What follows belongs to an exercise in optimizing a design on an open flow for small area, a short achievable clock period and few clock cycles; a production flow would make more cautious choices. Function was checked by simulation only, so behaviour that the tests miss may differ from the original. Power and IR drop assume default switching activity.

==> inputs of run X <==
Design vrd, start of the top module:
module vrd (
    input  wire        clk,
    input  wire        rst,           
    input  wire        cmd_valid,
    output wire        cmd_ready,
    input  wire [35:0] cmd_word,
    output wire        rsp_valid,
    input  wire        rsp_ready,
    output wire [35:0] rsp_word,
    output wire        irq,
    output wire        sym_req,
    output wire [1:0]  sym_class,
    output wire        sym_regime,
    input  wire        sym_ack,
    input  wire [3:0]  sym_data,
    output wire        coef_req,
    output wire [2:0]  coef_cs,
    input  wire        coef_ack,
    input  wire        coef_err,
    input  wire        coef_last,
    input  wire [31:0] coef_skip,
    input  wire [31:0] coef_value,
    output wire        itx_req,
    output wire        itx_op,        
    output wire [2:0]  itx_shape,
    output wire        itx_kind,      
    output wire [5:0]  itx_idx,
    output wire [15:0] itx_coef,
    input  wire        itx_ack,
    input  wire [15:0] itx_res,
    output wire        mem_req,
    output wire        mem_we,
    output wire [31:0] mem_addr,
    output wire [7:0]  mem_wdata,
    input  wire        mem_ack,
    input  wire [7:0]  mem_rdata
);
clock: 10.0 ns
lec_check: 0
cap_margin: 20
core_margin: 2
core_utilization: 55
cts_cluster_diameter: 60
cts_cluster_size: 30
gpl_timing_driven: 1
slew_margin: 20
synth_memory_max_bits: 16384
standard.sh (not shown) runs the stock make flow with config.mk's settings and CLKGATE_MAP_FILE= SYNTH_SCRIPT=/design/flow/synth_recipe.tcl, a recipe that flattens the netlist after the stock synthesis.
==> flow/flow/run.sh <==
#!/bin/bash
# Layout flow: the standard flow (standard.sh, unchanged synthesis and
# steps) with two changes to how the layout is optimised:
#  - the setup repair aims for 6.5 ns of slack instead of stopping at 0, and
#  - the port buffers are plain buffers (buf_2) instead of delay cells.
# Clock-tree clustering comes from config.mk. Every tool's output is kept:
# make's in make_finish.log, and each ORFS step's in orfs/logs.
set -euo pipefail
bash standard.sh SETUP_SLACK_MARGIN=6.5 "BUFFER_PORTS_ARGS=-buffer_cell sky130_fd_sc_hd__buf_2" finish > make_finish.log 2>&1
==> inputs of run D, as changes to run X <==
--- a/flow/design.v
+++ b/flow/design.v
@@ -231,22 +231,26 @@
     reg        scale0;         
     wire [1023:0] blkq;        
     reg        crdy;           
     reg        st_exec;        
     reg [3:0]  op;
     reg [10:0] cd;             
     reg        cd_hi;          
     reg        st_sym, st_pull, st_nsub, st_bub1, st_bub2, st_fin, fin_err, st_rdblk;
+    reg        clr_pend;       
+    reg        fin_ttout;      
+    reg [2:0]  fin_n;          
     reg        r_itx, r_itxop, r_mem, r_memwe;
     reg [1:0]  r_class;
     reg [2:0]  wshape;
     reg [3:0]  wsubpat;
     reg [1:0]  k;
     reg [6:0]  cur;
+    reg [6:0]  remc;           
     reg [5:0]  pidx;           
     reg [5:0]  rsel;           
     reg        lcol;           
     reg [1:0]  astep;          
     reg        r_kind;
     reg [15:0] r_coef;
     reg [31:0] r_addr;
     reg [31:0] r_nrow;         
@@ -263,18 +267,16 @@
     reg [15:0] s1, c1;         
     wire st_beat = r_itx & ~r_itxop;
     wire st_res  = r_itx &  r_itxop;
     wire st_mrd  = r_mem & ~r_memwe;
     wire st_mwr  = r_mem &  r_memwe;
     wire d_noshape = cd[3];
     wire d_first   = cd[4];
     wire d_skipblk = cd[5];
-    wire d_ttout   = cd[6];
-    wire [2:0] d_n = cd[10:8];
     assign cmd_ready  = crdy;
     assign rsp_valid  = r_rspv;
     assign rsp_word   = {1'b0, r_rsp};
     assign irq        = err;
     assign sym_req    = st_sym;
     assign sym_class  = r_class;
     assign sym_regime = c_regime;
     assign coef_req   = st_pull;
@@ -371,20 +373,21 @@
         else
             cell_of = {p[4] | (shp[0] & kk[1]), p[3:2], kk[0], p[1:0]};
     endfunction
     wire last_idx = wshape == SH_FULL ? (pidx == 6'd63) :
                     wshape == SH_QUAD ? (pidx[3:0] == 4'd15) : (pidx[4:0] == 5'd31);
     wire [5:0] pidx_inc  = pidx + 6'd1;
     wire [5:0] pidx_inc2 = pidx + 6'd2;
     wire inc_last_col = wide ? (pidx_inc[2:0] == 3'd7) : (pidx_inc[1:0] == 2'd3);
-    wire [7:0] cur_sum = {1'b0, cur} + {1'b0, coef_skip[6:0]};
-    wire       big     = (|coef_skip[31:7]) | cur_sum[7];
-    wire       overrun = big | (wshape == SH_FULL ? cur_sum[6] :
-                                wshape == SH_QUAD ? (|cur_sum[6:4]) : (|cur_sum[6:5]));
+    function [6:0] cap_of(input [2:0] shp);
+        cap_of = (shp == SH_FULL) ? 7'd64 : (shp == SH_QUAD) ? 7'd16 : 7'd32;
+    endfunction
+    wire [6:0] cur_sum = cur + coef_skip[6:0];
+    wire       overrun = (|coef_skip[31:7]) | (coef_skip[6:0] >= remc);
     wire       place   = ~coef_err & ~overrun;
     wire       sub_end = overrun | coef_last;
     reg [6:0] placed_k;
     always @(*) begin
         case (k)
             2'd0: placed_k = placed0;
             2'd1: placed_k = placed1;
             2'd2: placed_k = placed2;
@@ -435,27 +438,26 @@
     always @(*) begin
         rd_raw = 16'd0;
         for (i = 0; i < 64; i = i + 1)
             rd_raw = rd_raw | (blkq[16*i +: 16] & {16{rd_hot[i]}});
     end
     wire [15:0] rd_val = (we1 && cell1 == rsel) ? deq_val : rd_raw;
     wire        y0b = (wshape == SH_PAIR8x4 & k[0]) | (wshape == SH_QUAD & k[1]);
     wire        x0b = wshape[2] & k[0];
-    wire [31:0] add_a = (astep == 2'd1) ? dstbase : r_nrow;
-    wire [31:0] add_b = (astep == 2'd1) ? {29'd0, x0b, 2'b00} :
-                        (astep == 2'd2) ? {dststride[29:0], 2'b00} : dststride;
-    wire [31:0] nrow_next = add_a + add_b;
+    wire [31:0] add_b = (astep == 2'd2) ? {dststride[29:0], 2'b00} : dststride;
+    wire [31:0] nrow_next = r_nrow + add_b;
+    wire [31:0] base_x0   = x0b ? {dstbase[31:2] + 30'd1, dstbase[1:0]} : dstbase;
     wire [31:0] addr_inc  = r_addr + 32'd1;
     wire        res_hi = ~itx_res[15] & ((|itx_res[14:8]) | (&itx_res[7:0]));
     wire        res_lo =  itx_res[15] & ~((&itx_res[14:8]) & (|itx_res[7:0]));
     wire [8:0]  res_sat = res_hi ? 9'd255 : res_lo ? 9'h101 : itx_res[8:0];
     wire [9:0]  pix_sum = {2'b00, mem_rdata} + {r_res[8], r_res};
     wire [7:0]  pix_new = pix_sum[9] ? 8'd0 : pix_sum[8] ? 8'd255 : pix_sum[7:0];
-    wire        blk_clear = st_exec & ~r_rspv & ~refused & ~illegal & dec_go;
+    wire        blk_clear = clr_pend;
     wire [15:0] wbus      = deq_val & {16{~blk_clear}};
     reg  [15:0] blk [0:63];
     genvar gc;
     generate
         for (gc = 0; gc < 64; gc = gc + 1) begin : g_cell
             wire we_c = blk_clear | (we1 & (cell1 == gc));
             always @(posedge clk)
                 if (we_c)
@@ -466,17 +468,21 @@
     always @(posedge clk) begin
         v0    <= coef_value[15:0];
         pos0  <= cur_sum[5:0];
         k0    <= k;
         cell1 <= place_cell;
         s1    <= l4a[31:16];
         c1    <= l4a[15:0];
     end
-    wire finish_ok = st_mwr & mem_ack & last_idx & ~has_nxt;
+    wire slot_free  = ~r_rspv | rsp_ready;
+    wire dec_active = st_sym | st_pull | st_nsub | st_bub1 | st_bub2 | st_fin | r_itx | r_mem;
+    wire exec_go    = st_exec & ~dec_active & slot_free;
+    wire last_wr    = st_mwr & mem_ack & last_idx & ~has_nxt;
+    wire finish_ok  = last_wr & slot_free;
     always @(posedge clk) begin
         if (rst) begin
             q_mquant  <= 8'd0;
             q_halfqp  <= 1'b0;
             q_pquant  <= 1'b0;
             c_regime  <= 1'b0;
             c_cs      <= 3'd0;
             c_patf    <= 1'b0;
@@ -499,16 +505,17 @@
             quant     <= 8'd0;
             scale0    <= 1'b0;
             crdy      <= 1'b1;
             st_exec   <= 1'b0;
             st_sym    <= 1'b0;
             st_pull   <= 1'b0;
             st_nsub   <= 1'b0;
             st_rdblk  <= 1'b0;
+            clr_pend  <= 1'b0;
             st_bub1   <= 1'b0;
             st_bub2   <= 1'b0;
             st_fin    <= 1'b0;
             astep     <= 2'd0;
             r_itx     <= 1'b0;
             r_mem     <= 1'b0;
             r_rspv    <= 1'b0;
             we0       <= 1'b0;
@@ -537,17 +544,18 @@
                     dstbase <= cmd_word[31:0];
                     cfgv[2] <= 1'b1;
                 end
                 if (cmd_word[35:32] == OP_SETSTRIDE && !err) begin
                     dststride <= cmd_word[31:0];
                     cfgv[3]   <= 1'b1;
                 end
             end
-            if (st_exec && !r_rspv) begin
+            clr_pend <= exec_go & ~refused & ~illegal & dec_go;
+            if (exec_go) begin
                 st_exec <= 1'b0;
                 if (refused) begin
                     r_rspv <= 1'b1;
                     r_rsp  <= {ST_REFUSED, reg_status};
                     crdy   <= 1'b1;
                 end else if (illegal) begin
                     r_rspv <= 1'b1;
                     crdy   <= 1'b1;
@@ -578,16 +586,19 @@
                         placed0   <= 7'd0;
                         placed1   <= 7'd0;
                         placed2   <= 7'd0;
                         placed3   <= 7'd0;
                         res_valid <= 1'b0;
                         quant     <= q_mquant[7] ? (~q_mquant + 8'd1) : q_mquant;
                         scale0    <= ~q_mquant[7] & q_halfqp;
                         cur       <= 7'd0;
+                        fin_ttout <= cd[6];
+                        fin_n     <= cd[10:8];
+                        remc      <= cap_of(norm_shape(cd[2:0]));
                         fin_err   <= 1'b0;
                         wshape    <= norm_shape(cd[2:0]);
                         if (d_noshape) begin
                             st_sym  <= 1'b1;
                             r_class <= 2'd0;
                         end else begin
                             case (cd[2:0])
                                 3'd0: begin
@@ -655,16 +666,17 @@
                 crdy     <= 1'b1;
                 cmdcnt   <= cmdcnt + 32'd1;
                 r_rsp    <= {ST_OK, {16{r_coef[15]}}, r_coef};
             end
             if (st_sym && sym_ack) begin
                 case (r_class)
                     2'd0: begin
                         wshape <= norm_shape(sym_data[2:0]);
+                        remc   <= cap_of(norm_shape(sym_data[2:0]));
                         if (sym_data[2:0] == 3'd0) begin
                             wsubpat <= 4'd0;
                             k       <= 2'd0;
                             st_sym  <= 1'b0;
                             st_pull <= 1'b1;
                         end else if (sym_data[2:0] == 3'd7) begin
                             r_class <= 2'd1;
                         end else if (sym_data[2:0] == 3'd3 || sym_data[2:0] == 3'd6 ||
@@ -678,16 +690,17 @@
                                 k       <= 2'd1;
                             end else begin
                                 wsubpat <= 4'b0001;
                                 k       <= 2'd0;
                             end
                         end
                     end
                     2'd1: begin
+                        remc    <= 7'd16;
                         wsubpat <= ~sym_data;
                         st_sym  <= 1'b0;
                         st_pull <= |sym_data;
                         st_fin  <= ~(|sym_data);
                         k <= sym_data[3] ? 2'd0 : sym_data[2] ? 2'd1 : sym_data[1] ? 2'd2 : 2'd3;
                     end
                     default: begin
                         wsubpat <= (sym_data[1:0] == 2'd0) ? 4'd0 : {2'd0, sym_data[1:0] ^ 2'b11};
@@ -696,40 +709,42 @@
                         k       <= (sym_data[1:0] == 2'd1) ? 2'd1 : 2'd0;
                     end
                 endcase
             end
             if (st_pull) begin
                 rsel <= cell_of(wshape, k, 6'd0);
             end
             if (st_pull && coef_ack) begin
-                cur   <= cur_sum[6:0] + 7'd1;
+                cur   <= cur_sum + 7'd1;
+                remc  <= remc - coef_skip[6:0] - 7'd1;
                 astep <= 2'd1;
                 if (coef_err) begin
                     st_pull <= 1'b0;
                     st_fin  <= 1'b1;
                     fin_err <= 1'b1;
                 end else if (sub_end) begin
                     st_pull <= 1'b0;
                     st_bub1 <= ~d_skipblk;
                     st_nsub <= d_skipblk;
                 end
             end
             if (st_nsub) begin
                 st_nsub <= 1'b0;
                 if (has_nxt) begin
                     k       <= nxt_k;
                     cur     <= 7'd0;
+                    remc    <= cap_of(wshape);
                     st_pull <= 1'b1;
                 end else begin
                     st_fin  <= 1'b1;
                 end
             end
             if (astep == 2'd1) begin
-                r_nrow <= nrow_next;
+                r_nrow <= base_x0;
                 astep  <= 2'd2;
             end
             if (astep == 2'd2) begin
                 if (y0b)
                     r_nrow <= nrow_next;
                 astep <= 2'd3;
             end
             if (astep == 2'd3) begin
@@ -774,49 +789,54 @@
                 r_itx   <= 1'b0;
                 r_mem   <= 1'b1;
                 r_memwe <= 1'b0;
                 r_res   <= res_sat;
             end
             if (st_mrd && mem_ack) begin
                 r_memwe <= 1'b1;
                 r_wdata <= pix_new;
+                if (last_idx && !has_nxt)
+                    crdy <= 1'b1;
             end
             if (st_mwr && mem_ack) begin
                 r_mem <= 1'b0;
                 if (!last_idx) begin
                     pidx  <= pidx_inc;
                     lcol  <= inc_last_col;
                     r_itx <= 1'b1;
                     if (lcol) begin
                         r_addr <= r_nrow;
                         r_nrow <= nrow_next;
                     end else begin
                         r_addr <= addr_inc;
                     end
                 end else if (has_nxt) begin
                     k       <= nxt_k;
                     cur     <= 7'd0;
+                    remc    <= cap_of(wshape);
                     st_pull <= 1'b1;
                 end
             end
-            if (finish_ok || (st_fin && !fin_err && !we0 && !we1)) begin
+            if (last_wr && !slot_free)
+                st_fin <= 1'b1;
+            if (finish_ok || (st_fin && !fin_err && !we0 && !we1 && slot_free)) begin
                 st_fin    <= 1'b0;
                 r_rspv    <= 1'b1;
-                crdy      <= 1'b1;
+                crdy      <= ~(st_exec | (crdy & cmd_valid));
                 res_valid <= 1'b1;
                 cmdcnt    <= cmdcnt + 32'd1;
                 r_rsp     <= {ST_OK, 16'd0, 1'b1, wsubpat, wshape, 4'd0, pat};
-                if (d_ttout)
-                    ttacc3 <= ttacc3 | ({21'd0, wshape} << (d_n * 3));
+                if (fin_ttout)
+                    ttacc3 <= ttacc3 | ({21'd0, wshape} << (fin_n * 3));
             end
-            if (st_fin && fin_err && !we0 && !we1) begin
+            if (st_fin && fin_err && !we0 && !we1 && slot_free) begin
                 st_fin <= 1'b0;
                 r_rspv <= 1'b1;
-                crdy   <= 1'b1;
+                crdy   <= ~(st_exec | (crdy & cmd_valid));
                 if (!err) begin
                     err     <= 1'b1;
                     errcode <= ST_STREAM;
                     errsub  <= k;
                     r_rsp   <= {ST_STREAM, 16'd0, cfgv, 2'd0, k, 1'b0, ST_STREAM, 3'd0, 1'b1};
                 end else begin
                     r_rsp   <= {ST_STREAM, reg_status};
                 end
CORE_UTILIZATION = 40   (was 55)
==> inputs of run G, as changes to run X <==
--- a/flow/design.v
+++ b/flow/design.v
@@ -231,16 +231,19 @@
     reg        scale0;         
     wire [1023:0] blkq;        
     reg        crdy;           
     reg        st_exec;        
     reg [3:0]  op;
     reg [10:0] cd;             
     reg        cd_hi;          
     reg        st_sym, st_pull, st_nsub, st_bub1, st_bub2, st_fin, fin_err, st_rdblk;
+    reg        clr_pend;       
+    reg        fin_ttout;      
+    reg [2:0]  fin_n;          
     reg        r_itx, r_itxop, r_mem, r_memwe;
     reg [1:0]  r_class;
     reg [2:0]  wshape;
     reg [3:0]  wsubpat;
     reg [1:0]  k;
     reg [6:0]  cur;
     reg [5:0]  pidx;           
     reg [5:0]  rsel;           
@@ -263,18 +266,16 @@
     reg [15:0] s1, c1;         
     wire st_beat = r_itx & ~r_itxop;
     wire st_res  = r_itx &  r_itxop;
     wire st_mrd  = r_mem & ~r_memwe;
     wire st_mwr  = r_mem &  r_memwe;
     wire d_noshape = cd[3];
     wire d_first   = cd[4];
     wire d_skipblk = cd[5];
-    wire d_ttout   = cd[6];
-    wire [2:0] d_n = cd[10:8];
     assign cmd_ready  = crdy;
     assign rsp_valid  = r_rspv;
     assign rsp_word   = {1'b0, r_rsp};
     assign irq        = err;
     assign sym_req    = st_sym;
     assign sym_class  = r_class;
     assign sym_regime = c_regime;
     assign coef_req   = st_pull;
@@ -445,17 +446,17 @@
                         (astep == 2'd2) ? {dststride[29:0], 2'b00} : dststride;
     wire [31:0] nrow_next = add_a + add_b;
     wire [31:0] addr_inc  = r_addr + 32'd1;
     wire        res_hi = ~itx_res[15] & ((|itx_res[14:8]) | (&itx_res[7:0]));
     wire        res_lo =  itx_res[15] & ~((&itx_res[14:8]) & (|itx_res[7:0]));
     wire [8:0]  res_sat = res_hi ? 9'd255 : res_lo ? 9'h101 : itx_res[8:0];
     wire [9:0]  pix_sum = {2'b00, mem_rdata} + {r_res[8], r_res};
     wire [7:0]  pix_new = pix_sum[9] ? 8'd0 : pix_sum[8] ? 8'd255 : pix_sum[7:0];
-    wire        blk_clear = st_exec & ~r_rspv & ~refused & ~illegal & dec_go;
+    wire        blk_clear = clr_pend;
     wire [15:0] wbus      = deq_val & {16{~blk_clear}};
     reg  [15:0] blk [0:63];
     genvar gc;
     generate
         for (gc = 0; gc < 64; gc = gc + 1) begin : g_cell
             wire we_c = blk_clear | (we1 & (cell1 == gc));
             always @(posedge clk)
                 if (we_c)
@@ -466,17 +467,21 @@
     always @(posedge clk) begin
         v0    <= coef_value[15:0];
         pos0  <= cur_sum[5:0];
         k0    <= k;
         cell1 <= place_cell;
         s1    <= l4a[31:16];
         c1    <= l4a[15:0];
     end
-    wire finish_ok = st_mwr & mem_ack & last_idx & ~has_nxt;
+    wire slot_free  = ~r_rspv | rsp_ready;
+    wire dec_active = st_sym | st_pull | st_nsub | st_bub1 | st_bub2 | st_fin | r_itx | r_mem;
+    wire exec_go    = st_exec & ~dec_active & slot_free;
+    wire last_wr    = st_mwr & mem_ack & last_idx & ~has_nxt;
+    wire finish_ok  = last_wr & slot_free;
     always @(posedge clk) begin
         if (rst) begin
             q_mquant  <= 8'd0;
             q_halfqp  <= 1'b0;
             q_pquant  <= 1'b0;
             c_regime  <= 1'b0;
             c_cs      <= 3'd0;
             c_patf    <= 1'b0;
@@ -499,16 +504,17 @@
             quant     <= 8'd0;
             scale0    <= 1'b0;
             crdy      <= 1'b1;
             st_exec   <= 1'b0;
             st_sym    <= 1'b0;
             st_pull   <= 1'b0;
             st_nsub   <= 1'b0;
             st_rdblk  <= 1'b0;
+            clr_pend  <= 1'b0;
             st_bub1   <= 1'b0;
             st_bub2   <= 1'b0;
             st_fin    <= 1'b0;
             astep     <= 2'd0;
             r_itx     <= 1'b0;
             r_mem     <= 1'b0;
             r_rspv    <= 1'b0;
             we0       <= 1'b0;
@@ -537,17 +543,18 @@
                     dstbase <= cmd_word[31:0];
                     cfgv[2] <= 1'b1;
                 end
                 if (cmd_word[35:32] == OP_SETSTRIDE && !err) begin
                     dststride <= cmd_word[31:0];
                     cfgv[3]   <= 1'b1;
                 end
             end
-            if (st_exec && !r_rspv) begin
+            clr_pend <= exec_go & ~refused & ~illegal & dec_go;
+            if (exec_go) begin
                 st_exec <= 1'b0;
                 if (refused) begin
                     r_rspv <= 1'b1;
                     r_rsp  <= {ST_REFUSED, reg_status};
                     crdy   <= 1'b1;
                 end else if (illegal) begin
                     r_rspv <= 1'b1;
                     crdy   <= 1'b1;
@@ -578,16 +585,18 @@
                         placed0   <= 7'd0;
                         placed1   <= 7'd0;
                         placed2   <= 7'd0;
                         placed3   <= 7'd0;
                         res_valid <= 1'b0;
                         quant     <= q_mquant[7] ? (~q_mquant + 8'd1) : q_mquant;
                         scale0    <= ~q_mquant[7] & q_halfqp;
                         cur       <= 7'd0;
+                        fin_ttout <= cd[6];
+                        fin_n     <= cd[10:8];
                         fin_err   <= 1'b0;
                         wshape    <= norm_shape(cd[2:0]);
                         if (d_noshape) begin
                             st_sym  <= 1'b1;
                             r_class <= 2'd0;
                         end else begin
                             case (cd[2:0])
                                 3'd0: begin
@@ -774,16 +783,18 @@
                 r_itx   <= 1'b0;
                 r_mem   <= 1'b1;
                 r_memwe <= 1'b0;
                 r_res   <= res_sat;
             end
             if (st_mrd && mem_ack) begin
                 r_memwe <= 1'b1;
                 r_wdata <= pix_new;
+                if (last_idx && !has_nxt)
+                    crdy <= 1'b1;
             end
             if (st_mwr && mem_ack) begin
                 r_mem <= 1'b0;
                 if (!last_idx) begin
                     pidx  <= pidx_inc;
                     lcol  <= inc_last_col;
                     r_itx <= 1'b1;
                     if (lcol) begin
@@ -793,30 +804,32 @@
                         r_addr <= addr_inc;
                     end
                 end else if (has_nxt) begin
                     k       <= nxt_k;
                     cur     <= 7'd0;
                     st_pull <= 1'b1;
                 end
             end
-            if (finish_ok || (st_fin && !fin_err && !we0 && !we1)) begin
+            if (last_wr && !slot_free)
+                st_fin <= 1'b1;
+            if (finish_ok || (st_fin && !fin_err && !we0 && !we1 && slot_free)) begin
                 st_fin    <= 1'b0;
                 r_rspv    <= 1'b1;
-                crdy      <= 1'b1;
+                crdy      <= ~(st_exec | (crdy & cmd_valid));
                 res_valid <= 1'b1;
                 cmdcnt    <= cmdcnt + 32'd1;
                 r_rsp     <= {ST_OK, 16'd0, 1'b1, wsubpat, wshape, 4'd0, pat};
-                if (d_ttout)
-                    ttacc3 <= ttacc3 | ({21'd0, wshape} << (d_n * 3));
+                if (fin_ttout)
+                    ttacc3 <= ttacc3 | ({21'd0, wshape} << (fin_n * 3));
             end
-            if (st_fin && fin_err && !we0 && !we1) begin
+            if (st_fin && fin_err && !we0 && !we1 && slot_free) begin
                 st_fin <= 1'b0;
                 r_rspv <= 1'b1;
-                crdy   <= 1'b1;
+                crdy   <= ~(st_exec | (crdy & cmd_valid));
                 if (!err) begin
                     err     <= 1'b1;
                     errcode <= ST_STREAM;
                     errsub  <= k;
                     r_rsp   <= {ST_STREAM, 16'd0, cfgv, 2'd0, k, 1'b0, ST_STREAM, 3'd0, 1'b1};
                 end else begin
                     r_rsp   <= {ST_STREAM, reg_status};
                 end
==> flow/flow/run.sh (replaced) <==
#!/bin/bash
# Layout flow: the standard flow (standard.sh, unchanged synthesis and
# steps) with two changes to how the layout is optimised:
#  - the setup repair aims for 6.35 ns of slack instead of stopping at 0, and
#  - the port buffers are plain buffers (buf_2) instead of delay cells.
# Clock-tree clustering comes from config.mk. Every tool's output is kept:
# make's in make_finish.log, and each ORFS step's in orfs/logs.
set -euo pipefail
bash standard.sh SETUP_SLACK_MARGIN=6.35 "BUFFER_PORTS_ARGS=-buffer_cell sky130_fd_sc_hd__buf_2" finish > make_finish.log 2>&1
CORE_UTILIZATION = 40   (was 55)
GPL_TIMING_DRIVEN = not set   (was 1)
==> summary of the runs <==
Between run D and run X, the lower sequential cell count is in run X (gap 11). Combinational power, highest first: run X, run G, run D. First-iteration DRC count: run D > run X > run G. Synthesized cell count: run G < run X < run D. Against run D, the global-route usage of run G is lower by 1.2 points. Against run G, the sequential power of run D is smaller by about 2%.
Testbench counts of run X, summed over its fixed seeds: cycles 128,427.
Testbench counts of run D, summed over its fixed seeds: cycles 127,797.
Testbench counts of run G, summed over its fixed seeds: cycles 127,797.

[what the ideal ports hide]
The results above use ideal ports. As a check the final layouts listed here were re-extracted and re-timed, cells and wires unchanged.
Step 1: set_driving_cell puts a clkbuf_16 on clk and a buf_2 on each other input, an assumption about the parent block.
Step 2, shift: input delay + t, output delay - t, t = (earliest + latest rising clock arrival at the registers) / 2. This alone moves slack from input paths to output paths.
a / b / c = no drivers / after step 1 / after step 2; a / b = the first two.
run	t (ns)	setup slack, ns	worst setup path after step 2	worst register clock-pin slew, ns
run X	0.859	6.194 / 6.194 / 5.548	input to register	0.10 / 0.10
run D	0.845	6.321 / 6.321 / 5.720	input to register	0.11 / 0.11
run G	0.871	6.217 / 6.217 / 5.543	input to register	0.10 / 0.10
After both steps setup and hold are still met in every run listed. For run G, which loses most, drivers alone change the setup slack by 0.000 ns; drivers and shift together by -0.674 ns.
